What follows belongs to an exercise in optimizing a design on an open flow for small area; a production flow would make more cautious choices. In this exercise RTL edits were held to simulation tests only and were not proved equivalent to the original. Power figures rest on the tool's default switching activity, not on a simulated workload.

[flow/config.mk]
export PLATFORM = sky130hd
export DESIGN_NAME = pdock_core
export DESIGN_NICKNAME = pdock_core
export VERILOG_FILES = /design/flow/design.v
export SDC_FILE = /design/flow/constraint.sdc
export NUM_CORES = 4
export LEC_CHECK = 0
export CAP_MARGIN = 20
export CORE_MARGIN = 2
export CORE_UTILIZATION = 40
export CTS_BUF_LIST = sky130_fd_sc_hd__clkbuf_8
export GPL_TIMING_DRIVEN = 0
export SLEW_MARGIN = 20
[flow/constraint.sdc]
create_clock -name core_clock -period 15.0 [get_ports {clk}]
set_input_delay 3.0000 -clock core_clock [delete_from_list [all_inputs] [get_ports {clk}]]
set_output_delay 3.0000 -clock core_clock [all_outputs]
set_load 0.01 [all_outputs]
[flow/design.v]
module pdock_cur64 (
    input  wire [31:0] f,        
    input  wire [31:0] r,        
    input  wire [3:0]  h,        
    input  wire [1:0]  c,        
    input  wire [4:0]  j,        
    input  wire        l28,      
    output wire [31:0] r_load,   
    output wire        p,        
    output wire [1:0]  c_next,
    output wire        stop,     
    output wire        stop28,   
    output wire [31:0] hi,
    output wire [7:0]  lo
);
  wire        sgn  = f[31];
  wire [7:0]  ex   = f[30:23];
  wire [22:0] frac = f[22:0];
  wire sub  = (ex == 8'd0);
  wire spec = (ex == 8'hFF);
  wire fnz  = (frac != 23'd0);
  wire zero = sub & ~fnz;
  reg [4:0] lead;
  integer i;
  always @(*) begin
    lead = 5'd0;
    for (i = 0; i < 23; i = i + 1)
      if (frac[i]) lead = i[4:0];
    if (!sub) lead = 5'd23;
  end
  assign r_load = {8'd0, ~sub, frac};
  wire [2:0] s = {2'b00, r[0]} + {2'b00, h[2]} + {2'b00, h[3]} + {1'b0, c};
  assign p      = s[0];
  assign c_next = s[2:1];
  assign stop28 = (j == lead + 5'd5);
  assign stop   = stop28 | ((j == lead + 5'd4) & (s[2:1] == 2'd0));
  wire [10:0] e64 = {6'd0, lead} + 11'd878 + {10'd0, l28} + (sub ? 11'd1 : {3'd0, ex});
  assign hi = spec ? {sgn, 11'h7FF, fnz, frac[21:3]} :
              zero ? {sgn, 31'd0} : {sgn, e64, r[30:11]};
  assign lo = spec ? {frac[2:0], 5'd0} : zero ? 8'd0 : r[10:3];
endmodule
module pdock_core (
    input  wire        clk,
    input  wire        rst,
    input  wire        cmd_valid,
    output wire        cmd_ready,
    input  wire [7:0]  cmd_op,
    input  wire [15:0] cmd_len,
    input  wire [31:0] cmd_ts,
    input  wire [31:0] cmd_detail,
    input  wire        w_valid,
    output wire        w_ready,
    input  wire [15:0] w_data,
    output wire        ev_valid,
    input  wire        ev_ready,
    output wire [31:0] ev_data,
    output wire        ev_last,
    output wire        err_valid,
    input  wire        err_ready,
    output wire [31:0] err_data,
    output wire        err_last,
    input  wire [5:0]  rd_addr,
    output wire [31:0] rd_data
);
  localparam [2:0] S_CLR   = 3'd0;
  localparam [2:0] S_IDLE  = 3'd1;
  localparam [2:0] S_WORDS = 3'd2;
  localparam [2:0] S_EVENT = 3'd3;
  localparam [2:0] S_ERROR = 3'd4;
  reg [2:0]  state;
  reg [15:0] lo [0:14];
  reg [15:0] hi [0:14];
  reg [3:0]  c;
  reg [31:0] r;
  wire [15:0] cnt = r[15:0];
  reg [31:0] ts_q;        
  reg        l29;         
  reg        is_cyc;      
  reg        wacc;        
  reg [2:0]  prev_status;
  reg        prev_weld;
  reg        tel_valid;
  reg [1:0]  err_kind;
  reg [1:0]  err_reason;
  reg [1:0]  ev_count;
  reg        sc_pend;
  reg        wc_pend;
  reg [4:0]  widx;        
  localparam [1:0] CV_DONE = 2'd0;
  localparam [1:0] CV_LOAD = 2'd1;
  localparam [1:0] CV_STEP = 2'd2;
  reg [1:0]  cvs;
  reg [4:0]  cj;
  reg [3:0]  ch;
  reg [1:0]  cc;
  reg        cl28;
  integer k;
  wire clr     = (state == S_CLR);
  wire idle    = (state == S_IDLE);
  wire words   = (state == S_WORDS);
  wire emit_ev = (state == S_EVENT);
  wire emit_er = (state == S_ERROR);
  wire cnt_zero = (cnt == 16'd0);
  wire [3:0] wslot   = (cnt[4:0] >= 5'd15) ? (5'd29 - cnt[4:0]) : (5'd14 - cnt[4:0]);
  wire       aligned = (wslot == c);
  assign cmd_ready = idle;
  assign w_ready   = words & ~cnt_zero & (~l29 | aligned);
  wire cmd_fire = cmd_valid & idle;
  wire w_fire   = w_valid & w_ready;
  wire       op_legal = (cmd_op[7:3] == 5'd0) && (cmd_op[2:0] <= 3'd4);
  wire [2:0] op       = cmd_op[2:0];
  wire done_words = words & cnt_zero;
  wire commit     = done_words & l29 & is_cyc;      
  wire wr_lo = w_fire & l29 & cnt[0];                
  wire wr_hi = w_fire & l29 & ~cnt[0];               
  wire [15:0] lo_in = wr_lo ? w_data : (clr ? 16'd0 : lo[14]);
  wire [15:0] hi_in = wr_hi  ? w_data :
                      commit ? {lo[0][7:0], lo[0][15:8]} :
                      clr    ? 16'd0 : hi[14];
  always @(posedge clk) begin
    lo[0] <= lo_in;
    hi[0] <= hi_in;
    for (k = 1; k < 15; k = k + 1) begin
      lo[k] <= lo[k-1];
      hi[k] <= hi[k-1];
    end
  end
  always @(posedge clk) begin
    if (rst || c == 4'd14) c <= 4'd0;
    else                   c <= c + 4'd1;
  end
  wire [31:0] wf = {w_data[7:0], w_data[15:8], lo[0][7:0], lo[0][15:8]};
  wire wf_in = ~wf[31] && (wf[30:0] >= 31'h3F19999A) && (wf[30:0] <= 31'h7F800000);
  wire wf_at = (cnt[4:0] == 5'd28) | (cnt[4:0] == 5'd26) |
               (cnt[4:0] == 5'd24) | (cnt[4:0] == 5'd22);
  wire [7:0] d5 = lo[2][15:8];
  wire [7:0] d6 = hi[1][7:0];
  wire [7:0] d7 = hi[1][15:8];
  reg  [2:0] new_status;
  always @(*) begin
    if      (d6 == 8'd2) new_status = 3'd3;
    else if (d6 == 8'd1) new_status = 3'd4;
    else if (d5 == 8'd2) new_status = 3'd1;
    else if (d5 == 8'd1) new_status = 3'd2;
    else if (d7 != 8'd0) new_status = 3'd5;
    else if (d5 == 8'd0 && d6 == 8'd0) new_status = 3'd0;
    else new_status = prev_status;
  end
  wire new_sc = (new_status != prev_status);
  wire new_wc = (wacc != prev_weld);
  wire [1:0] er_end = (err_kind == 2'd1) ? 2'd2 : ((err_kind == 2'd2 && is_cyc) ? 2'd1 : 2'd0);
  wire ev_end = (widx == 5'd13) | (widx == 5'd15) | (widx == 5'd17);
  wire er_end_hit = (widx[1:0] == er_end);
  wire last = emit_er ? er_end_hit : ev_end;
  always @(posedge clk) begin
    if (rst || (cmd_fire && op_legal && op == 3'd1)) begin
      state       <= S_CLR;
      r[15:0]     <= 16'd14;
      prev_status <= 3'd0;
      prev_weld   <= 1'b0;
      tel_valid   <= 1'b0;
      err_kind    <= 2'd0;
      err_reason  <= 2'd0;
      ev_count    <= 2'd0;
    end else begin
      case (state)
        S_CLR: begin
          r[15:0] <= cnt - 16'd1;
          if (cnt_zero) state <= S_IDLE;
        end
        S_IDLE: begin
          widx <= 5'd0;
          cvs  <= CV_DONE;
          if (cmd_valid) begin
            ts_q   <= op_legal ? cmd_ts : {cmd_ts[31:8], cmd_op};
            r      <= {cmd_detail[31:16], (op == 3'd3) ? cmd_detail[15:0] : cmd_len};
            is_cyc <= (op == 3'd2);
            l29    <= (cmd_len == 16'd29);
            wacc   <= 1'b0;
            if (!op_legal) begin
              err_kind   <= 2'd3;
              err_reason <= 2'd0;
              ev_count   <= 2'd0;
              state      <= S_ERROR;
            end else if (op == 3'd3) begin
              tel_valid  <= 1'b0;
              err_kind   <= 2'd1;
              err_reason <= 2'd0;
              ev_count   <= 2'd0;
              state      <= S_ERROR;
            end else if (op == 3'd2 || op == 3'd4) begin
              tel_valid  <= (cmd_len == 16'd29);
              err_kind   <= (cmd_len == 16'd29) ? 2'd0 : 2'd2;
              err_reason <= (cmd_len == 16'd29) ? 2'd0 : ((cmd_len < 16'd29) ? 2'd1 : 2'd2);
              ev_count   <= 2'd0;
              state      <= S_WORDS;
            end
          end
        end
        S_WORDS: begin
          if (w_fire) begin
            r[15:0] <= cnt - 16'd1;
            if (l29 && wf_at && wf_in) wacc <= 1'b1;
          end
          if (cnt_zero) begin
            if (!l29) state <= S_ERROR;
            else if (is_cyc) begin
              prev_status <= new_status;
              prev_weld   <= wacc;
              sc_pend     <= new_sc;
              wc_pend     <= new_wc;
              ev_count    <= 2'd1 + {1'b0, new_sc} + {1'b0, new_wc};
              state       <= S_EVENT;
            end else
              state <= S_IDLE;
          end
        end
        S_EVENT: begin
          if (cvs == CV_LOAD) begin
            r   <= cv_r_load;
            cj  <= 5'd0;
            ch  <= 4'd0;
            cc  <= 2'd0;
            cvs <= CV_STEP;
          end else if (cvs == CV_STEP) begin
            r   <= {cv_p, r[31:1]};
            ch  <= {ch[2:0], r[0]};
            cc  <= cv_c_next;
            cj  <= cj + 5'd1;
            cl28 <= cv_stop28;
            if (cv_stop) cvs <= CV_DONE;
          end else if (ev_ready) begin
            if (widx == 5'd4 || widx == 5'd6 || widx == 5'd8 || widx == 5'd10) begin
              widx <= widx + 5'd1;
              cvs  <= CV_LOAD;
            end else if (widx == 5'd13) begin
              if (sc_pend)      widx <= 5'd14;
              else if (wc_pend) widx <= 5'd16;
              else              state <= S_IDLE;
            end else if (widx == 5'd15) begin
              if (wc_pend) widx <= 5'd16;
              else         state <= S_IDLE;
            end else if (widx == 5'd17) begin
              state <= S_IDLE;
            end else
              widx <= widx + 5'd1;
          end
        end
        S_ERROR: begin
          if (err_ready) begin
            if (er_end_hit) state <= S_IDLE;
            else            widx <= widx + 5'd1;
          end
        end
        default: state <= S_CLR;
      endcase
    end
  end
  reg [3:0] fsel;
  always @(*) begin
    if (emit_ev) begin
      if (widx == 5'd0 || widx >= 5'd13) fsel = 4'd14;
      else if (widx <= 5'd4)             fsel = widx[3:0] + 4'd7;
      else                               fsel = {2'b00, widx[2:1] - 2'd2 - {1'b0, ~widx[0]}};
    end else if (rd_addr[5])
      fsel = rd_addr[3] ? 4'd14 : {3'b110, rd_addr[2]};
    else
      fsel = rd_addr[4] ? rd_addr[3:0] : 4'd14;
  end
  wire [5:0] pd = {2'd0, c} + 6'd29 - {1'b0, fsel, 1'b0};       
  wire [5:0] pm = (pd >= 6'd30) ? (pd - 6'd30) : (pd >= 6'd15) ? (pd - 6'd15) : pd;
  wire [3:0] b  = pm[3:0];
  reg [15:0] lw, hw;
  always @(*) begin
    lw = 16'd0;
    hw = 16'd0;
    for (k = 0; k < 15; k = k + 1)
      if (b == k[3:0]) begin
        lw = lo[k];
        hw = hi[(k + 14) % 15];
      end
  end
  wire [31:0] tf = {hw[7:0], hw[15:8], lw[7:0], lw[15:8]};
  wire [31:0] cur_hi;
  wire [7:0]  cur_lo;
  wire [31:0] cv_r_load;
  wire        cv_p, cv_stop, cv_stop28;
  wire [1:0]  cv_c_next;
  pdock_cur64 u_cur (.f(tf), .r(r), .h(ch), .c(cc), .j(cj), .l28(cl28),
                     .r_load(cv_r_load), .p(cv_p), .c_next(cv_c_next),
                     .stop(cv_stop), .stop28(cv_stop28), .hi(cur_hi), .lo(cur_lo));
  wire [15:0] last_addr = tf[31:16];    
  reg [31:0] ow;
  always @(*) begin
    ow = 32'd0;
    if (emit_ev) begin
      if (widx == 5'd0)       ow = {last_addr, 10'd0, prev_weld, prev_status, 2'd0};
      else if (widx <= 5'd4)  ow = tf;
      else if (widx <= 5'd12) ow = widx[0] ? cur_hi : {cur_lo, 24'd0};
      else if (widx == 5'd14) ow = {last_addr, 10'd0, 1'b0, prev_status, 2'd1};
      else if (widx == 5'd16) ow = {last_addr, 10'd0, prev_weld, 3'd0, 2'd2};
      else                    ow = ts_q;
    end else if (emit_er) begin
      case (widx[1:0])
        2'd0: ow = {14'd0, err_kind == 2'd1, err_kind == 2'd1 || (err_kind == 2'd2 && is_cyc),
                    (err_kind == 2'd3) ? ts_q[7:0] :
                    (err_kind == 2'd1) ? 8'd3 : (is_cyc ? 8'd2 : 8'd4),
                    3'd0, err_reason, 1'b0, err_kind};
        2'd1: ow = ts_q;
        default: ow = r;
      endcase
    end else begin
      case (rd_addr)
        6'h00: ow = 32'h1D01080C;
        6'h01: ow = {last_addr, 12'd0, prev_weld, prev_status};
        6'h02: ow = {24'd0, ev_count, tel_valid, err_reason, 1'b0, err_kind};
        6'h10, 6'h11, 6'h12, 6'h13, 6'h14, 6'h15,
        6'h16, 6'h17, 6'h18, 6'h19, 6'h1A, 6'h1B: ow = tf;
        6'h20, 6'h24: ow = {24'd0, tf[15:8]};
        6'h21, 6'h25: ow = {24'd0, tf[7:0]};
        6'h22, 6'h26: ow = {24'd0, tf[31:24]};
        6'h23, 6'h27: ow = {24'd0, tf[23:16]};
        6'h28: ow = {16'd0, tf[7:0], tf[15:8]};
        default: ow = 32'd0;
      endcase
    end
  end
  assign rd_data   = ow;
  assign ev_data   = ow;
  assign err_data  = ow;
  assign ev_valid  = emit_ev & (cvs == CV_DONE);
  assign err_valid = emit_er;
  assign ev_last   = last;
  assign err_last  = last;
endmodule
[flow/run.sh]
#!/bin/bash
# synth_recipe.tcl (not shown) runs the flow's synth.tcl, then flattens the netlist and writes it again
# the make line also repeats each setting of config.mk as NAME=value (left out here)
make -C /OpenROAD-flow-scripts/flow DESIGN_CONFIG=/design/flow/config.mk WORK_HOME=/design/flow/orfs CLKGATE_MAP_FILE= SYNTH_SCRIPT=/design/flow/synth_recipe.tcl finish
==> results.txt, run 1 <==
DIE AREA=70,000 µm²; Pwr Density=200 nW/µm²; final hold vios=0; Max stage delay on crit path=0.57 ns; type of destination of the critical path=primary output; worst slew pin tran=about 1.2 ns; via count=about 28,000; CP max stage cell=a222oi_1; Initial Utilization=between 40% and 50%; FFs w/ async S/R, synth=0%; min cycle time layout=14.78 ns; Die Ht=~260 µm; Leak=13.5 nW; number of placed cells counting well taps=4,020; Slew headroom=18.7%; clock tree from TritonCTS=done; vias in the first global route=roughly 28,000; total grt overflow=0; Seq/Total Area, Yosys=45.8%; Num Clock Sinks=586; Crit path max-delay family=compound AO/OA/AOI/OAI gates; critical path class=primary input to primary output; CTS max path bufs=3; outcome=finished clean; Core ar.=~67,000 µm²; Final GP Congestion=1.03; FF+latch count, synth=just under 600; nets=3,536; drt via density=6.53; Non-Filler Cell Area, Final=35,500 µm²; post-synthesis cell count=2,918; Top FF cell, synth=dfxtp_1; Final Cycle Share=between 90 and 100%; Achievable Freq=0.0677 GHz; CP most frequent cell=a21o_1; final wirelength=149 mm; Mapped Avg Cell Area=a little over 9 µm²; synth warn=4; CTS clock-pin slew for the worst setup and hold paths=0.07 ns; Die X=around 260 µm; post-synthesis cell type count=117; clock skew=0.0618 ns; Post-synth EDFFs=72; DRT antenna net count=0; layout cells sized above 1=20.7%; final cell count without fillers=4,325; syn nets=about 3,100; I/O pin total=218; Port Buffer Count=214; CP max FO=10; Max VDD drop=between 0.0001 and 0.00015 V; largest net degree at the start of global routing=30; WP buf/inv=8; WL per Instance=34.4 µm; synthesized cell area=27,200 µm²; MaxCap Viol Count=0; hold_ws=around 0.32 ns; area grow syn2layout=30.7%; DRC=0; initial antenna violation count=5; CP Launch Type=primary input; max-slew violation count=0; critical path required time=roughly 12 ns; Rows=95; Cell Area, Placed=around 31,000 µm²; DR pass1 iterations=10; Hold Crit Class=flop to flop; H-tree Lvls=3; total track usage=41.2%; First DRT Iteration DRCs=3,300; cts hold-fix bufs=0; endpoints failing setup=0; clock root cell=clkbuf_8; first-pass GRT wire length=206 mm; crit path DAT=between 10 and 15 ns; post-detail-place hpwl=about 110 mm; CTS buffer count=98; clock latency on the worst-skew pair=0.77 ns
[repair_timing]
action | 4_1_cts | 5_1_grt
cloned | 0 | 1
endpoints found under the setup margin | 96 | 20
pin swaps | 64 | 40
gates resized for setup | 306 | 77
buffers inserted | 95 | 35
[sequential cells by signal, summed over array words and instances, names as in the netlist]
name	count
hi	240
lo	240
r	32
ts_q	32
cj	5
widx	5
c	4
ch	4
prev_status	3
state	3
cc	2
cvs	2
err_kind	2
err_reason	2
ev_count	2
cl28	1
is_cyc	1
l29	1
prev_weld	1
sc_pend	1
tel_valid	1
wacc	1
wc_pend	1
[cells by family (layout without fill, tap and decap cells)]
| family | after synthesis | count (layout) | synth area share, % |
|---|---|---|---|
| adders and majority gates | 51 | 51 | 2.49 |
| AOI/OAI and AO/OA | 1056 | 1056 | 27.1 |
| other | 0 | 3 | 0 |
| muxes | 80 | 80 | 3.06 |
| and+or+nand+nor | 761 | 761 | 13.9 |
| xor gates and xnor gates | 37 | 37 | 1.30 |
| buffers and inverters | 347 | 878 | 6.32 |
| DFF | 586 | 586 | 45.8 |
[synthesized netlist by cell type (62+ instances only)]
cell type / n / area (µm²)
dfxtp_1: 514 / 10300
edfxtp_1: 72 / 2160
nand3_1: 63 / 315
nand2_1: 195 / 732
inv_1: 87 / 327
a22oi_1: 62 / 465
mux2i_1: 64 / 641
clkbuf_1: 111 / 417
nor2_1: 200 / 751
o21ai_0: 206 / 1030
a21oi_1: 211 / 1060
o22ai_1: 72 / 450
buf_4: 71 / 533
[worst paths after layout]
kind	slack, ns	from	cells past startpoint	end
max	0.22	rd_addr[4]	38	ev_data[28]
min	0.32	lo[13][9]$_DFF_P_	0	lo[14][9]$_DFF_P_
max reg2reg	4.99	widx[0]$_DFFE_PP_	35	cvs[1]$_SDFFCE_PN0P_
min reg2reg	0.32	lo[13][9]$_DFF_P_	0	lo[14][9]$_DFF_P_
[power breakdown]
part / internal, W / total, W / switching [W]
clock network: 0.000910 / 0.00164 / 0.000734
logic: 0.00131 / 0.00378 / 0.00247
registers: 0.00162 / 0.00169 / 0.0000628
[through the flow]
stage / util, % / setup TNS [ns] / setup WS [ns] / total power (W)
2_1_floorplan: - / 0 / 0.890 / 0.00335
3_3_place_gp: 45.2 / -245.63 / -3.86 / 0.00465
3_5_place_dp: 45.7 / -180.53 / -3.57 / 0.00473
4_1_cts: 52.0 / 0 / 0.0365 / 0.00683
5_1_grt: 52.8 / -0.129 / -0.0570 / 0.00726
6_report: 52.8 / 0 / 0.224 / 0.00711
[area by class of cell]
type | instances | area [µm²]
clock buffer | 130 | 1790
buffer | 250 | 1680
fill | 6052 | 31700
sequential | 586 | 12500
antenna | 3 | 7.51
timing repair buffer | 359 | 3340
multi-input combinational | 1985 | 14300
clock inverter | 50 | 498
tap | 873 | 1090
inverter | 89 | 342
[metal layers]
| metal | wire [µm] | part of all wire, % | up-vias | track usage [%] |
|---|---|---|---|---|
| met3 | 14300 | 9.6 | 592 | 8.49 |
| met2 | 65600 | 44 | 1955 | 65.4 |
| li1 | - | - | 11900 | - |
| met1 | 55100 | 37 | 13800 | 49.1 |
| met5 | 43 | 0.029 | - | 0 |
| met4 | 13700 | 9.2 | 6 | 31.5 |
[placed cells by master, fill, tap and decap left out, types with 15 or more instances in the layout]
master           synthesis  final
a211oi_1                49     44
a21o_1                  33     32
a21oi_1                211    193
a221oi_1                53     46
a222oi_1                19     19
a22oi_1                 62     62
a31oi_1                 28     20
and2_1                  17     16
and3_1                  41     40
buf_2                   46     18
buf_4                   71    212
buf_6                   10     30
clkbuf_1               111     77
clkbuf_8                 0    133
clkdlybuf4s50_1          0    208
dfxtp_1                514    514
edfxtp_1                72     72
ha_1                    46     41
inv_1                   87    107
mux2_2                  15     15
mux2i_1                 64     60
nand2_1                195    186
nand2b_1                19     19
nand3_1                 63     57
nand4_1                 22     22
nor2_1                 200    181
nor2_4                   0     18
nor2b_1                 24     22
nor3_1                  59     52
nor4_1                  27     23
o211ai_1                31     31
o21ai_0                206    199
o221ai_1                33     29
o22a_1                  16     15
o22ai_1                 72     70
or3_1                   19     19
xnor2_1                 20     20
==> inputs of run 2 (changes only) <==
--- a/flow/config.mk
+++ b/flow/config.mk
@@ -7,7 +7,5 @@
 export LEC_CHECK = 0
 export CAP_MARGIN = 20
 export CORE_MARGIN = 2
-export CORE_UTILIZATION = 40
-export CTS_BUF_LIST = sky130_fd_sc_hd__clkbuf_8
-export GPL_TIMING_DRIVEN = 0
+export CORE_UTILIZATION = 30
 export SLEW_MARGIN = 20
==> run 2 against run 1 <==
Still clean. Critical path depth up 3. Count of clock-buffer cells in the layout shrank 50. Final cell count increased by 6.4%. Flip-flop and latch count unchanged. Critical path type unchanged. Largest cell class unchanged.
==> results.txt, run 2 <==
Final GP Congestion=1.07 (+3.4%); post-synth top area cell=dfxtp_1; hold_ws=0.304 ns (-0.0124 ns); min cycle time layout=14.66 ns (-0.114 ns); Core ar.=89,900 µm² (+34%); MaxCap Viol Count=0 (unchanged); first-pass GRT wire length=185 mm (-10%); Top FF cell, synth=dfxtp_1; post-synthesis cell type count=117 (unchanged); Achievable Freq=0.0682 GHz (+0.77%); crit path DAT=11.66 ns (-0.12 ns); initial antenna violation count=3 (-2); Hold Crit Start=lo[6][1]$_DFF_P_; critical path startpoint=rd_addr[4]; clock tree from TritonCTS=done; FF+latch count, synth=586 (unchanged); critical path required time=12.00 ns (about the same); clock root cell=clkbuf_16; H-tree Lvls=2 (-1); Seq/Total Area, Yosys=45.8% (unchanged); synthesized cell area=27,200 µm² (unchanged); Top Registers=hi: 240 flops, lo: 240 flops; fin worst setup slack=0.337 ns (+0.114 ns); Num Clock Sinks=586 (unchanged); Max VDD drop=0.000118 V (+6.4%); post-synth top area share=37.9% (unchanged); First DRT Iteration DRCs=3,706 (+12%); Port Buffer Count=217 (+1.4%); Core Util, Final=39.7% (-13 points); DP Worst Slack=-0.223 ns (+3.35 ns); max-slew violation count=0 (unchanged); syn nets=3,085 (unchanged); DR pass1 iterations=6 (-4); CP max FO=17 (+7); CP most frequent cell=buf_4; post-detail-place hpwl=99.5 mm (-8.9%); final wirelength=130 mm (-12%); DIE AREA=93,000 µm² (+33%); largest net degree at the start of global routing=65 (+120%); FF-to-FF End=cvs[0]$_SDFFCE_PP0P_; commonest non-fill, non-tap cell in the layout=dfxtp_1; Final Cycle Share=97.8% (-0.76 points); Slew headroom=15.6% (-3.1 points); CTS max path bufs=3 (unchanged); Rows=110 (+16%); Max stage delay on crit path=0.54 ns (-0.03 ns); Hold Crit Class=flop to flop; number of placed cells counting well taps=4,478 (+11%); critical path class=primary input to primary output; R2R Path Start=widx[0]$_DFFE_PP_; DRC=0 (unchanged); layout cells sized above 1=20.8% (+0.041 points); CTS buffer count=61 (-38%); RSZ-0062 raised after global routing=false; Reg2Reg Setup Slack=5.88 ns (+0.89 ns); CP max stage cell=or4_4; drt via density=5.94 (-9.1%); CP Launch Type=primary input; worst slew pin tran=1.26 ns (+0.0597 ns); Post-synth EDFFs=72 (unchanged); final cell count without fillers=4,603 (+6.4%); DRT antenna net count=0 (unchanged); via count=27,300 (-3.2%); hold endpoint=lo[7][1]$_DFF_P_; Design Power=0.00697 W (-2.1%); total grt overflow=0 (unchanged); FFs w/ async S/R, synth=0% (unchanged); post-synthesis cell count=2,918 (unchanged); type of destination of the critical path=primary output; Worst Reg-to-Reg Cells=35 (unchanged); WL per Instance=28.3 µm (-18%); top-count cell post-synth=dfxtp_1; Pwr Density=195 nW/µm² (-2.4%); nets=3,538 (+0.057%); Die Ht=305 µm (+15%); area grow syn2layout=31.3%; Die X=305 µm (+15%); outcome=finished clean; Worst Hold Path Cells=0 (unchanged); vias in the first global route=26,100 (-6.2%); top cells by area, synth=dfxtp_1, edfxtp_1, a21oi_1, o21ai_0, nor2_1; endpoints failing setup=0 (unchanged); final hold vios=0 (unchanged); Mapped Avg Cell Area=9.31 µm² (unchanged); most frequent cells in the layout=dfxtp_1, buf_4, clkdlybuf4s50_1, a21oi_1, o21ai_0; Leak=13.9 nW (+3.0%); clock latency on the worst-skew pair=0.68 ns (-0.09 ns); total track usage=26.9% (-14 points); Initial Utilization=30.2% (-10 points); clock skew=0.0480 ns (-0.0138 ns); CTS clock-pin slew for the worst setup and hold paths=0.07 ns (about the same); synth warn=4 (unchanged); I/O pin total=218 (unchanged); Commonest cells post-synth=dfxtp_1, a21oi_1, o21ai_0
[run 2: cell counts after synthesis]
Identical to the previous run, type by type.
[run 2: critical path: cells and delay by family]
kind / cells / cell delay (ns)
AOI/OAI and AO/OA: 14 / 2.72
adders and majority gates: 5 / 1.48
xor gates and xnor gates: 2 / 0.13
buffers and inverters: 14 / 2.66
and+or+nand+nor: 6 / 1.68
[run 2: worst max path at each step]
stage / end / slack [ns]
4_1_cts: ev_data[29] / 0.02
3_5_place_dp: ev_data[29] / -0.22
3_3_place_gp: ev_data[29] / -0.20
2_1_floorplan: ev_data[29] / 0.89
6_report: ev_data[27] / 0.34
5_1_grt: ev_data[28] / 0.02
[run 2: cell type report]
class / count / area (µm²)
Antenna cell: 4 / 10.0
Clock buffer: 80 / 1800
Clock inverter: 35 / 469
Fill cell: 8919 / 54200
Inverter: 89 / 334
Multi-Input combinational cell: 1985 / 13500
Sequential cell: 586 / 12500
Tap cell: 1176 / 1470
Timing Repair Buffer: 648 / 5660
[run 2: metal layers]
metal | up-vias | GRT usage (%) | routed length (µm)
li1 | 11900 | - | -
met3 | 405 | 5.33 | 13600
met4 | 4 | 14.0 | 7840
met1 | 13200 | 35.9 | 52700
met5 | - | 0 | 62
met2 | 1850 | 41.1 | 56000
[run 2: stage by stage]
| step | TNS (ns) | area, µm² |
|---|---|---|
| after detailed placement | -1.46 | 32900 |
| final | 0 | 35700 |
| after global placement | -1.17 | 32900 |
| after CTS | 0 | 35200 |
| after global routing | 0 | 35700 |
| after floorplan | 0 | 27200 |
[run 2: logic make-up (layout without fill, tap and decap cells)]
group / Yosys count / count (layout) / share of synthesized area [%]
fa+ha+maj: 51 / 51 / 2.49
compound gates: 1056 / 1056 / 27.1
buf+inv: 347 / 852 / 6.32
flops: 586 / 586 / 45.8
other cells: 0 / 4 / 0
mux: 80 / 80 / 3.06
simple gates: 761 / 761 / 13.9
xor+xnor: 37 / 37 / 1.30
[run 2: power by group]
part	internal (W)	switching, W
Sequential	0.00162	0.0000828
Combinational	0.00144	0.00213
Clock	0.000977	0.000709
[run 2: repair_timing]
item / 4_1_cts / 5_1_grt
gates resized for setup: 14 / 83
setup buffers: 0 / 6
hold buffers: 0 / 0
setup endpoints to repair: 15 / 21
pin swaps: 0 / 23
==> inputs of run 3 (changes only) <==
--- a/flow/config.mk
+++ b/flow/config.mk
@@ -5,7 +5,11 @@
 export SDC_FILE = /design/flow/constraint.sdc
 export NUM_CORES = 4
 export LEC_CHECK = 0
+export ABC_AREA = 1
 export CAP_MARGIN = 20
 export CORE_MARGIN = 2
-export CORE_UTILIZATION = 30
+export CORE_UTILIZATION = 50
+export CTS_BUF_LIST = sky130_fd_sc_hd__clkbuf_4
+export CTS_CLUSTER_SIZE = 20
+export GPL_TIMING_DRIVEN = 0
 export SLEW_MARGIN = 20
==> run 3 against run 2 <==
Sequential power increased by 5%. Final area down 13%. Still clean on timing, DRC and antenna. Via count down 9.9%. Largest power group unchanged. Count of clock-buffer cells in the layout is 129 higher. Register-to-register slack got worse by 0.45 ns. Combinational power shrank 4%.
==> results.txt, run 3 <==
Slew headroom=24.7% (+9.0 points); Die Ht=228 µm (-25%); CP Launch Type=primary input; RSZ-0062 raised after global routing=true; CP max stage cell=clkdlybuf4s50_1; DRT antenna net count=0 (unchanged); total grt overflow=0 (unchanged); max-slew violation count=0 (unchanged); post-synth top area share=41.1% (+3.2 points); DRC=0 (unchanged); via count=24,600 (-9.9%); Core ar.=49,200 µm² (-45%); clock root cell=clkbuf_4; Final GP Congestion=1.02 (-3.9%); MaxCap Viol Count=0 (unchanged); R2R Path Start=widx[0]$_DFFE_PP_; area grow syn2layout=23.6%; Achievable Freq=0.0679 GHz (-0.39%); commonest non-fill, non-tap cell in the layout=nand2_1; Reg2Reg Setup Slack=5.43 ns (-0.45 ns); met3 Resource Use GR=11.2% (+5.9 points); DIE AREA=51,900 µm² (-44%); Psw=0.00294 W (+0.52%); Post-synth EDFFs=72 (unchanged); FF-to-FF End=cvs[0]$_SDFFCE_PP0P_; CTS buffer count=148 (+140%); post-synthesis cell type count=81 (-31%); Port Buffer Count=217 (unchanged); Clk network pwr share=20.4% (-3.8 points); Final Cycle Share=98.1% (+0.38 points); Max stage delay on crit path=0.52 ns (-0.02 ns); register area=12,500 µm² (unchanged); layout cells sized above 1=16.7% (-4.1 points); Core Util, Final=62.9% (+23 points); Seq/Total Area, Yosys=49.7% (+3.9 points); I/O pin total=218 (unchanged); hold_ws=0.309 ns (+0.00507 ns); met2 GRT Util=56.4% (+15 points); first-pass GRT wire length=147 mm (-21%); critical path required time=12.00 ns (about the same); CP most frequent cell=inv_2; clock tree from TritonCTS=done; CP max FO=10 (-7); total track usage=37.7% (+11 points); most frequent cells in the layout=nand2_1, dfxtp_1, inv_1, o21ai_0, clkbuf_4; Leak=12.9 nW (-7.5%); Top Registers=hi: 240 flops, lo: 240 flops; H-tree Lvls=4 (+2); Hold Crit Class=flop to flop; min cycle time layout=14.72 ns (+0.0567 ns); endpoints failing setup=0 (unchanged); Commonest cells post-synth=nand2_1, dfxtp_1, inv_1; top cells by area, synth=dfxtp_1, nand2_1, edfxtp_1, o21ai_0, inv_1; Initial Utilization=50.9% (+21 points); synth warn=4 (unchanged); CTS clock-pin slew for the worst setup and hold paths=0.07 ns (about the same); CTS max path bufs=3 (unchanged); sequential power share=27.5% (+3.0 points); DR pass1 iterations=10 (+4); clock latency on the worst-skew pair=0.98 ns (+0.30 ns); nets=3,633 (+2.7%); synthesized cell area=25,000 µm² (-7.9%); grt met1 use=50.9% (+15 points); busiest metal layer after global routing=met2; top-count cell post-synth=nand2_1; WL per Instance=23.9 µm (-16%); worst setup path endpoint=ev_data[30]; Non-Filler Cell Area, Final=30,900 µm² (-13%); First DRT Iteration DRCs=2,891 (-22%); final hold vios=0 (unchanged); Die X=228 µm (-25%); post-synth top area cell=dfxtp_1; FFs w/ async S/R, synth=0% (unchanged); outcome=finished clean; Worst Reg-to-Reg Cells=62 (+77%); fillers=4,259 (-52%); clock skew=0.0541 ns (+0.00611 ns); largest net degree at the start of global routing=25 (-62%); sw frac=45.0% (+3.1 points); Cell Area, Placed=28,100 µm² (-15%); critical path class=primary input to primary output; syn nets=3,204 (+3.9%); Num Clock Sinks=586 (unchanged); worst slew pin tran=1.12 ns (-0.143 ns); post-synthesis cell count=3,037 (+4.1%); Rows=81 (-26%); Top FF cell, synth=dfxtp_1; drt via density=5.82 (-2.0%); post-detail-place hpwl=76.8 mm (-23%); FF+latch count, synth=586 (unchanged); cts hold-fix bufs=0 (unchanged); area of the multi-input gates=10,800 µm² (-20%); internal power=0.00359 W (-11%); crit path DAT=11.72 ns (+0.06 ns); Pwr Density=211 nW/µm² (+8.1%); vias in the first global route=23,700 (-8.9%); type of destination of the critical path=primary output; final wirelength=101 mm (-23%); Gate power share=52.2% (+0.9 points); initial antenna violation count=4 (+1); Max VDD drop=0.000218 V (+84%); critical path startpoint=rd_addr[5]; Mapped Avg Cell Area=8.24 µm² (-12%)
run 3: cell count changes after synthesis, sizes merged, moves of 54 or more:
cell | previous run | this run
a21oi | 219 | 158
inv | 88 | 322
mux2i | 64 | 6
o21ai | 230 | 289
nand4 | 23 | 88
nand2 | 202 | 656
nand3 | 65 | 119
run 3: final cells by class:
cell class	instances	area share [%]
Antenna cell	3	0.0243
Buffer	189	3.62
Clock buffer	209	5.07
Clock inverter	39	0.797
Inverter	327	4.01
Multi-Input combinational cell	1934	34.9
Sequential cell	586	40.3
Tap cell	664	2.69
Timing Repair Buffer	280	8.64
run 3: kinds of logic (layout without fill, tap and decap cells):
group	after synthesis	after routing	share of synthesized area [%]
and+or+nand+nor	1183	1183	20.9
AOI/OAI and AO/OA	667	667	16.2
DFF	586	586	49.7
buffers and inverters	517	1044	9.24
adders and majority gates	51	51	2.70
xor gates and xnor gates	27	27	0.975
muxes	6	6	0.240
other	0	3	0
run 3: per-stage QoR:
stage / power, W / cells / setup TNS, ns / setup slack [ns]
final: 0.00653 / 4231 / 0 / 0.281
after global routing: 0.00685 / 4230 / -0.467 / -0.100
after CTS: 0.00617 / 4191 / 0 / 0.00904
after detailed placement: 0.00473 / 3923 / -20.27 / -1.24
after global placement: 0.00469 / 3918 / -25.41 / -1.42
after floorplan: 0.00364 / 3037 / 0 / 2.27
run 3: critical path: cells and delay by family:
family / cells / cell delay, ns
compound gates: 14 / 2.21
buf+inv: 18 / 2.49
fa+ha+maj: 5 / 1.49
simple gates: 22 / 2.51
run 3: timing repair:
| action | CTS | global route |
|---|---|---|
| setup buffers | 20 | 38 |
| endpoints found under the setup margin | 30 | 26 |
| pin swaps | 16 | 41 |
| gates resized for setup | 60 | 92 |
run 3: worst min path at each step:
| stage | startpoint | to | cells after the start |
|---|---|---|---|
| 3_3_place_gp | hi[11][4]$_DFF_P_ | hi[12][4]$_DFF_P_ | 0 |
| 4_1_cts | hi[1][10]$_DFF_P_ | hi[2][10]$_DFF_P_ | 0 |
| 6_report | hi[2][9]$_DFF_P_ | hi[3][9]$_DFF_P_ | 0 |
| 3_5_place_dp | hi[5][7]$_DFF_P_ | hi[6][7]$_DFF_P_ | 0 |
| 2_1_floorplan | lo[10][14]$_DFF_P_ | lo[11][14]$_DFF_P_ | 0 |
| 5_1_grt | hi[1][15]$_DFF_P_ | hi[2][15]$_DFF_P_ | 0 |
run 3: layer usage:
layer | wire length [µm] | vias up
met1 | 42200 | 11800
met3 | 11300 | 242
met4 | 3580 | 6
met2 | 43800 | 1414
li1 | - | 11100
met5 | 42 | -
run 3: power by group through the flow:
| stage | registers, W | clock network (W) | logic [W] |
|---|---|---|---|
| 2_1_floorplan | 0.00177 | 0 | 0.00187 |
| 3_3_place_gp | 0.00182 | 0 | 0.00287 |
| 3_5_place_dp | 0.00182 | 0 | 0.00292 |
| 4_1_cts | 0.00178 | 0.00134 | 0.00304 |
| 5_1_grt | 0.00180 | 0.00143 | 0.00363 |
| 6_report | 0.00179 | 0.00133 | 0.00341 |
==> inputs of run 4 (changes only) <==
--- a/flow/design.v
+++ b/flow/design.v
@@ -6,12 +6,12 @@
     input  wire [4:0]  j,        
     input  wire        l28,      
     output wire [31:0] r_load,   
+    output wire        skip,     
     output wire        p,        
     output wire [1:0]  c_next,
-    output wire        stop,     
-    output wire        stop28,   
-    output wire [31:0] hi,
-    output wire [7:0]  lo
+    output wire        lead_at,  
+    output wire        lead28,   
+    output wire        e_bit     
 );
   wire        sgn  = f[31];
   wire [7:0]  ex   = f[30:23];
@@ -28,16 +28,16 @@
       if (frac[i]) lead = i[4:0];
     if (!sub) lead = 5'd23;
   end
-  assign r_load = {8'd0, ~sub, frac};
+  assign skip   = spec | zero;
+  assign r_load = skip ? {fnz, frac[21:0], 9'd0} : {8'd0, ~sub, frac};
   wire [2:0] s = {2'b00, r[0]} + {2'b00, h[2]} + {2'b00, h[3]} + {1'b0, c};
   assign p      = s[0];
   assign c_next = s[2:1];
-  assign stop28 = (j == lead + 5'd5);
-  assign stop   = stop28 | ((j == lead + 5'd4) & (s[2:1] == 2'd0));
-  wire [10:0] e64 = {6'd0, lead} + 11'd878 + {10'd0, l28} + (sub ? 11'd1 : {3'd0, ex});
-  assign hi = spec ? {sgn, 11'h7FF, fnz, frac[21:3]} :
-              zero ? {sgn, 31'd0} : {sgn, e64, r[30:11]};
-  assign lo = spec ? {frac[2:0], 5'd0} : zero ? 8'd0 : r[10:3];
+  assign lead28  = (j == lead + 5'd5);
+  assign lead_at = lead28 | ((j == lead + 5'd4) & (s[2:1] == 2'd0));
+  wire [10:0] e64 = spec ? 11'h7FF : zero ? 11'd0 :
+                    {6'd0, lead} + 11'd878 + {10'd0, l28} + (sub ? 11'd1 : {3'd0, ex});
+  assign e_bit = (j == 5'd11) ? sgn : e64[j[3:0]];
 endmodule
 module pdock_core (
     input  wire        clk,
@@ -88,7 +88,8 @@
   reg [4:0]  widx;        
   localparam [1:0] CV_DONE = 2'd0;
   localparam [1:0] CV_LOAD = 2'd1;
-  localparam [1:0] CV_STEP = 2'd2;
+  localparam [1:0] CV_MUL  = 2'd2;
+  localparam [1:0] CV_EXP  = 2'd3;
   reg [1:0]  cvs;
   reg [4:0]  cj;
   reg [3:0]  ch;
@@ -216,35 +217,49 @@
           end
         end
         S_EVENT: begin
-          if (cvs == CV_LOAD) begin
-            r   <= cv_r_load;
-            cj  <= 5'd0;
-            ch  <= 4'd0;
-            cc  <= 2'd0;
-            cvs <= CV_STEP;
-          end else if (cvs == CV_STEP) begin
-            r   <= {cv_p, r[31:1]};
-            ch  <= {ch[2:0], r[0]};
-            cc  <= cv_c_next;
-            cj  <= cj + 5'd1;
-            cl28 <= cv_stop28;
-            if (cv_stop) cvs <= CV_DONE;
-          end else if (ev_ready) begin
-            if (widx == 5'd4 || widx == 5'd6 || widx == 5'd8 || widx == 5'd10) begin
-              widx <= widx + 5'd1;
-              cvs  <= CV_LOAD;
-            end else if (widx == 5'd13) begin
-              if (sc_pend)      widx <= 5'd14;
-              else if (wc_pend) widx <= 5'd16;
-              else              state <= S_IDLE;
-            end else if (widx == 5'd15) begin
-              if (wc_pend) widx <= 5'd16;
-              else         state <= S_IDLE;
-            end else if (widx == 5'd17) begin
-              state <= S_IDLE;
-            end else
-              widx <= widx + 5'd1;
-          end
+          case (cvs)
+            CV_LOAD: begin
+              r   <= cv_r_load;
+              cj  <= 5'd0;
+              ch  <= 4'd0;
+              cc  <= 2'd0;
+              cvs <= cv_skip ? CV_EXP : CV_MUL;
+            end
+            CV_MUL: begin
+              ch <= {ch[2:0], r[0]};
+              cc <= cv_c_next;
+              cj <= cj + 5'd1;
+              if (cv_lead_at) begin
+                cl28 <= cv_lead28;
+                cj   <= 5'd0;
+                cvs  <= CV_EXP;
+              end else
+                r <= {cv_p, r[31:1]};
+            end
+            CV_EXP: begin
+              r  <= {widx[0] ? cv_e_bit : r[0], r[31:1]};
+              cj <= cj + 5'd1;
+              if (cj == 5'd11) cvs <= CV_DONE;
+            end
+            default: begin
+              if (ev_ready) begin
+                if (widx >= 5'd4 && widx <= 5'd11) begin
+                  widx <= widx + 5'd1;
+                  cvs  <= CV_LOAD;
+                end else if (widx == 5'd13) begin
+                  if (sc_pend)      widx <= 5'd14;
+                  else if (wc_pend) widx <= 5'd16;
+                  else              state <= S_IDLE;
+                end else if (widx == 5'd15) begin
+                  if (wc_pend) widx <= 5'd16;
+                  else         state <= S_IDLE;
+                end else if (widx == 5'd17) begin
+                  state <= S_IDLE;
+                end else
+                  widx <= widx + 5'd1;
+              end
+            end
+          endcase
         end
         S_ERROR: begin
           if (err_ready) begin
@@ -281,14 +296,12 @@
       end
   end
   wire [31:0] tf = {hw[7:0], hw[15:8], lw[7:0], lw[15:8]};
-  wire [31:0] cur_hi;
-  wire [7:0]  cur_lo;
   wire [31:0] cv_r_load;
-  wire        cv_p, cv_stop, cv_stop28;
+  wire        cv_skip, cv_p, cv_lead_at, cv_lead28, cv_e_bit;
   wire [1:0]  cv_c_next;
   pdock_cur64 u_cur (.f(tf), .r(r), .h(ch), .c(cc), .j(cj), .l28(cl28),
-                     .r_load(cv_r_load), .p(cv_p), .c_next(cv_c_next),
-                     .stop(cv_stop), .stop28(cv_stop28), .hi(cur_hi), .lo(cur_lo));
+                     .r_load(cv_r_load), .skip(cv_skip), .p(cv_p), .c_next(cv_c_next),
+                     .lead_at(cv_lead_at), .lead28(cv_lead28), .e_bit(cv_e_bit));
   wire [15:0] last_addr = tf[31:16];    
   reg [31:0] ow;
   always @(*) begin
@@ -296,7 +309,7 @@
     if (emit_ev) begin
       if (widx == 5'd0)       ow = {last_addr, 10'd0, prev_weld, prev_status, 2'd0};
       else if (widx <= 5'd4)  ow = tf;
-      else if (widx <= 5'd12) ow = widx[0] ? cur_hi : {cur_lo, 24'd0};
+      else if (widx <= 5'd12) ow = widx[0] ? r : {r[31:24], 24'd0};
       else if (widx == 5'd14) ow = {last_addr, 10'd0, 1'b0, prev_status, 2'd1};
       else if (widx == 5'd16) ow = {last_addr, 10'd0, prev_weld, 3'd0, 2'd2};
       else                    ow = ts_q;
==> run 4 against run 3 <==
Count of clock-buffer cells in the layout is 13 lower. Clock power is 4% lower. Hold slack better by 0.0072 ns. Register-to-register slack worse by 2.7 ns. Maximum frequency is 5.9% higher. Via count is 0.40% higher. First-iteration DRC count is 0.42% lower. Sequential share of layout area is 1.1 points higher. Critical path depth is 22 lower. Critical path type unchanged.
==> results.txt, run 4 <==
vias in the first global route=23,700 (-0.26%); Max stage delay on crit path=0.52 ns (about the same); DRT antenna net count=0 (unchanged); fillers=4,593 (+7.8%); final wirelength=98.4 mm (-2.5%); final cell count without fillers=4,240 (+0.21%); PostCTS Resize Cnt=0 (-100%); H-tree Lvls=4 (unchanged); CP Launch Type=primary input; CP max FO=10 (unchanged); clock tree from TritonCTS=done; Die Ht=229 µm (+0.57%); worst slew pin tran=1.04 ns (-0.0770 ns); Top FF cell, synth=dfxtp_1; Max VDD drop=0.000122 V (-44%); clock root cell=clkbuf_4; total track usage=36.9% (-0.78 points); WL per Instance=23.2 µm (-2.7%); Core Util, Final=60.1% (-2.8 points); Final GP Congestion=1.05 (+2.8%); Commonest cells post-synth=nand2_1, dfxtp_1, inv_1; Mapped Avg Cell Area=8.14 µm² (-1.3%); Core ar.=50,100 µm² (+1.9%); DRC=0 (unchanged); post-synthesis cell count=3,112 (+2.5%); CTS clock-pin slew for the worst setup and hold paths=0.06 ns (about the same); DP Worst Slack=1.21 ns (+2.45 ns); drt via density=5.83 (+0.19%); CTS buffer count=147 (-0.68%); synth warn=4 (unchanged); Post-synth EDFFs=72 (unchanged); Rows=82 (+1.2%); Worst Hold Path Cells=0 (unchanged); Achievable Freq=0.0719 GHz (+5.9%); most frequent cells in the layout=nand2_1, dfxtp_1, inv_1, o21ai_0, nor2_1; RSZ-0062 raised after global routing=false; Cell Area, Placed=28,400 µm² (+0.93%); post-synth top area share=40.6% (-0.47 points); fin worst setup slack=1.10 ns (+0.815 ns); number of placed cells counting well taps=4,005 (+2.1%); min cycle time layout=13.90 ns (-0.815 ns); Die X=229 µm (+0.57%); Non-Filler Cell Area, Final=30,100 µm² (-2.6%); Post-CTS Setup Inserts=0 (-100%); nets=3,654 (+0.58%); layout cells sized above 1=12.8% (-3.9 points); post-detail-place hpwl=77.2 mm (+0.52%); critical path required time=12.00 ns (about the same); initial antenna violation count=2 (-2); Slew headroom=30.0% (+5.4 points); Initial Utilization=50.6% (-0.35 points); first-pass GRT wire length=145 mm (-1.1%); I/O pin total=218 (unchanged); DR pass1 iterations=8 (-2); post-synth top area cell=dfxtp_1; register area=12,500 µm² (unchanged); Final Cycle Share=92.7% (-5.4 points); CTS max path bufs=3 (unchanged); Seq/Total Area, Yosys=49.2% (-0.57 points); via count=24,700 (+0.40%); CP max stage cell=clkdlybuf4s50_1; critical path class=primary input to primary output; top-count cell post-synth=nand2_1; Top Registers=hi: 240 flops, lo: 240 flops; setup TNS=0 ns (unchanged); largest net degree at the start of global routing=17 (-32%); max-slew violation count=0 (unchanged); DIE AREA=52,500 µm² (+1.1%); final hold vios=0 (unchanged); Pwr Density=195 nW/µm² (-7.4%); FFs w/ async S/R, synth=0% (unchanged); outcome=finished clean; FF+latch count, synth=586 (unchanged); post-synthesis cell type count=68 (-16%); total grt overflow=0 (unchanged); Hold Crit Class=flop to flop; commonest non-fill, non-tap cell in the layout=nand2_1; endpoints failing setup=0 (unchanged); Worst Reg-to-Reg Cells=60 (-3.2%); First DRT Iteration DRCs=2,879 (-0.42%); synthesized cell area=25,300 µm² (+1.2%); area of the multi-input gates=10,600 µm² (-2.2%); top cells by area, synth=dfxtp_1, nand2_1, edfxtp_1, o21ai_0, inv_1; Num Clock Sinks=586 (unchanged); area grow syn2layout=18.9%; MaxCap Viol Count=0 (unchanged); type of destination of the critical path=primary output; syn nets=3,284 (+2.5%); clock latency on the worst-skew pair=0.99 ns (about the same); clock skew=0.0632 ns (+0.00908 ns); Port Buffer Count=217 (unchanged); Leak=12.8 nW (-0.44%); cts hold-fix bufs=0 (unchanged); crit path DAT=10.90 ns (-0.82 ns); CP most frequent cell=nand2_1
-- run 4: cell count changes after synthesis, sizes merged, moves of 8 or more --
cell and change:
a21oi +26, a221oi +11, nor2 +42, o221ai -17, o211ai -17, inv +22, nand3 +12, nand2 -8
-- run 4: metal layers --
metal	GRT usage [%]	share of wire, %
met1	50.8	43
met2	54.0	42
met3	9.74	11
met4	17.2	4.3
met5	0	0.013
-- run 4: worst max-delay path, delay by kind of cell --
family                   cells  cell delay [ns]
buffers and inverters        9             2.17
AND/OR/NAND/NOR             14             2.10
AO/OA/AOI/OAI               11             2.61
adder cells (fa/ha/maj)      3             0.98
-- run 4: power breakdown --
group	switching, W	internal [W]	total [W]
Combinational	0.00184	0.000894	0.00274
Sequential	0.000115	0.00176	0.00187
Clock	0.000665	0.000614	0.00128
-- run 4: cell families (layout without fill, tap and decap cells) --
kind of cell | after synthesis | count (layout) | synth area share (%)
simple gates | 1220 | 1220 | 21.2
fa+ha+maj | 56 | 56 | 2.92
xor+xnor | 27 | 27 | 0.934
other cells | 0 | 1 | 0
flops | 586 | 586 | 49.2
compound gates | 687 | 687 | 16.4
buf+inv | 534 | 989 | 9.28
mux | 2 | 2 | 0.0791
-- run 4: area by class of cell --
| cell class | count | area share, % |
|---|---|---|
| antenna | 1 | 0.00831 |
| multi-input combinational | 1992 | 35.1 |
| clock buffer | 196 | 4.89 |
| sequential | 586 | 41.4 |
| clock inverter | 38 | 0.781 |
| timing repair buffer | 221 | 7.33 |
| inverter | 353 | 4.42 |
| tap | 672 | 2.79 |
| buffer | 181 | 3.38 |
-- run 4: worst paths after layout --
kind | start | end | slack [ns]
setup / recovery | rd_addr[5] | ev_data[5] | 1.10
hold / removal | lo[5][8]$_DFF_P_ | lo[6][8]$_DFF_P_ | 0.32
setup reg to reg | widx[0]$_DFFE_PP_ | r[31]$_DFFE_PP_ | 2.77
hold reg to reg | lo[5][8]$_DFF_P_ | lo[6][8]$_DFF_P_ | 0.32
-- run 4: per-stage QoR --
stage	hold WS [ns]	total power, W
3_5_place_dp	0.332	0.00453
5_1_grt	0.311	0.00621
6_report	0.316	0.00588
4_1_cts	0.310	0.00581
3_3_place_gp	0.327	0.00449
2_1_floorplan	0.324	0.00357

## static timing again, ports no longer ideal
The results above use ideal ports. As a check the final layouts listed here were re-extracted and re-timed, cells and wires unchanged.
Step 1 (the two cells are an assumption about what drives the block):
set clk [get_ports {clk}]
set_driving_cell -lib_cell sky130_fd_sc_hd__clkbuf_16 $clk
set_driving_cell -lib_cell sky130_fd_sc_hd__buf_2 [delete_from_list [all_inputs] $clk]
Step 2 adds t to the input delays and takes it off the output delays; t is the mean of the earliest and latest rising clock arrival at the registers after step 1. Input paths then give back, and output paths get back, about the clock's delay inside the block.
Three values: no drivers, after step 1, after step 2; two values: the first two.
run | shift t [ns] | setup slack, ns | hold slack, ns | worst register clock-pin slew, ns
run 1 | 0.801 | 0.224 / 0.173 / 0.173 | 0.316 / 0.316 / 0.316 | 0.08 / 0.08
run 2 | 0.723 | 0.337 / 0.312 / 0.312 | 0.304 / 0.304 / 0.304 | 0.07 / 0.07
run 3 | 1.017 | 0.281 / 0.248 / 0.248 | 0.309 / 0.309 / 0.309 | 0.07 / 0.07
run 4 | 1.016 | 1.095 / 1.067 / 1.074 | 0.316 / 0.316 / 0.316 | 0.09 / 0.09
After both steps every run listed still meets setup and hold. For run 1, which loses most, drivers alone change the setup slack by -0.051 ns; drivers and shift together by -0.051 ns.
